Background: an optimization exercise with open tools, aiming at small area. Do not read the settings as production practice.
The RTL was checked by simulation tests, not by an equivalence proof against the original design.
Power is estimated from default activity; no workload was simulated. The clock port is modelled as an ideal driver; clocking choices that lean on that would not hold on a real chip.

== job 867 ==
==> flow/design.v (excerpt) <==
module hp45_core (
    input  wire        clk,
    input  wire        rst,
    input  wire        tick,
    input  wire        cmd_valid,
    input  wire [15:0] cmd,
    input  wire [31:0] wdata,
    output reg         rsp_valid,
    output reg  [2:0]  rc,
    output reg  [31:0] rdata,
    output wire [7:0]  port0,
    output wire [7:0]  port1,
    output wire        irq
);
==> flow/config.mk <==
export PLATFORM = sky130hd
export DESIGN_NAME = hp45_core
export DESIGN_NICKNAME = hp45_core
export VERILOG_FILES = /design/flow/design.v
export SDC_FILE = /design/flow/constraint.sdc
export NUM_CORES = 8
export LEC_CHECK = 0
export CAP_MARGIN = 20
export CORE_MARGIN = 2
export CORE_UTILIZATION = 50
export PLACE_DENSITY = 0.85
export SLEW_MARGIN = 20
==> flow/constraint.sdc <==
create_clock -name core_clock -period 15.0 [get_ports {clk}]
set_input_delay 3.0000 -clock core_clock [delete_from_list [all_inputs] [get_ports {clk}]]
set_output_delay 3.0000 -clock core_clock [all_outputs]
set_load 0.01 [all_outputs]
standard.sh (not shown) runs the stock make flow with config.mk's settings and CLKGATE_MAP_FILE= SYNTH_SCRIPT=/design/flow/synth_recipe.tcl, a recipe that flattens the netlist after the stock synthesis.
==> flow/flow/run.sh <==
#!/bin/bash
set -euo pipefail
export CTS_ARGS="-sink_clustering_enable -repair_clock_nets -sink_clustering_size 26 -sink_clustering_max_diameter 90 -dont_use_dummy_load"
export BUFFER_PORTS_ARGS="-buffer_cell sky130_fd_sc_hd__buf_1"
bash standard.sh > standard.log 2>&1
Looking at the reports, job 867 completed the entire flow and the layout it produced met the timing, design-rule and antenna checks.
Here is what was changed in the inputs of job 2323 compared with job 867.
Settings: PLACE_DENSITY: 0.85 -> unset.
==> flow/flow/run.sh <==
#!/bin/bash
set -euo pipefail
export CTS_ARGS="-sink_clustering_enable -repair_clock_nets -sink_clustering_size 20 -sink_clustering_max_diameter 100 -dont_use_dummy_load"
export BUFFER_PORTS_ARGS="-buffer_cell sky130_fd_sc_hd__buf_1"
bash standard.sh > standard.log 2>&1
## What came out
More vias were needed by job 867 than by job 2323. [job 2323 vs job 867] combinational share of power: lower in job 2323. | cell area | lower: job 867 |. Final net count, job 2323 vs job 867: up slightly. Changes observed in job 2323 relative to job 867: number of buffer and inverter stages on the critical path shrank by 2, wire length of the first global-routing pass grew by 7.0%, headroom to the max-slew limit grew by 3.4 points. Of the two candidates, job 867 has the worse DRC violation total after the first TritonRoute iteration and job 2323 the better one. Compared with job 867, in job 2323 CTS buffer count increased by 12 relative to the old numbers; worst hold-check slack dropped 0.023 ns. Job 2323 vs. job 867: relative area change from synthesis to final layout went up by 0.89 points.
> inputs changed (job 2323 -> job 4209)
==> flow/flow/run.sh <==
#!/bin/bash
set -euo pipefail
export CTS_ARGS="-sink_clustering_enable -repair_clock_nets -sink_clustering_size 16 -sink_clustering_max_diameter 50 -dont_use_dummy_load -root_buf sky130_fd_sc_hd__clkbuf_16 -buf_list sky130_fd_sc_hd__clkbuf_8"
export BUFFER_PORTS_ARGS="-buffer_cell sky130_fd_sc_hd__buf_1"
bash standard.sh > standard.log 2>&1
### Flow results
- Final cell area excluding filler cells delta (job 2323 -> job 4209): insignificant
- Job 4209 vs. job 2323: global-route wire length before repair rose by about 0.5%; first-iteration DRC count roughly the same; relative contribution of combinational cells to total power level.
- Comparing the two runs side by side, job 4209 comes out ahead of job 2323 on worst vdd rail ir drop.
- The run with more routed wire is job 4209, not job 2323.
- Of job 4209 and job 2323, the lower number of filler cells placed in the layout belongs to job 2323.
- On area growth from synthesis to layout, job 2323 tracks job 4209 almost exactly.
- Between job 4209 and job 2323, the data arrival time at the worst-slack endpoint is lower for job 2323.
> inputs changed (job 4209 -> job 8765)
Settings: putting PLACE_DENSITY at 0.85 where nothing was set.
==> flow/flow/run.sh <==
#!/bin/bash
set -euo pipefail
export CTS_ARGS="-sink_clustering_enable -repair_clock_nets -sink_clustering_size 30 -sink_clustering_max_diameter 85 -dont_use_dummy_load"
export BUFFER_PORTS_ARGS="-buffer_cell sky130_fd_sc_hd__buf_1"
bash standard.sh > standard.log 2>&1
Worst setup slack, job 8765 and job 4209: smaller value in job 4209
Going from job 4209 to job 8765, wire length after detailed routing went down by about 10%, global routing met2 resource utilization now sits lower.

-- static timing again, ports no longer ideal --
How much do the figures lean on ideal ports? The routed layouts below were timed once more, with nothing changed but the port constraints.
Step 1 (the two cells are an assumption about what drives the block):
set clk [get_ports {clk}]
set_driving_cell -lib_cell sky130_fd_sc_hd__clkbuf_16 $clk
set_driving_cell -lib_cell sky130_fd_sc_hd__buf_2 [delete_from_list [all_inputs] $clk]
Step 2 adds t to the input delays and takes it off the output delays; t is the mean of the earliest and latest rising clock arrival at the registers after step 1. Input paths then give back, and output paths get back, about the clock's delay inside the block.
Slacks: ideal / step 1 / step 2; pairs: ideal / step 1.
run | t, ns | slack for setup (ns) | worst setup path at the end | worst register clock-pin slew, ns | worst data-port slew with drivers (ns)
job 867 | 0.676 | 0.979 / 0.992 / 0.315 | input to register | 0.11 / 0.11 | 0.08
job 2323 | 0.710 | 0.907 / 0.950 / 0.240 | input to register | 0.10 / 0.10 | 0.09
job 4209 | 0.683 | 0.867 / 0.912 / 0.229 | input to register | 0.10 / 0.10 | 0.09
job 8765 | 0.669 | 0.987 / 0.997 / 0.328 | input to register | 0.11 / 0.11 | 0.08
After both steps every run listed still meets setup and hold. The setup slack of job 2323, which loses most, moves by +0.043 ns with the drivers and by -0.667 ns with both steps.
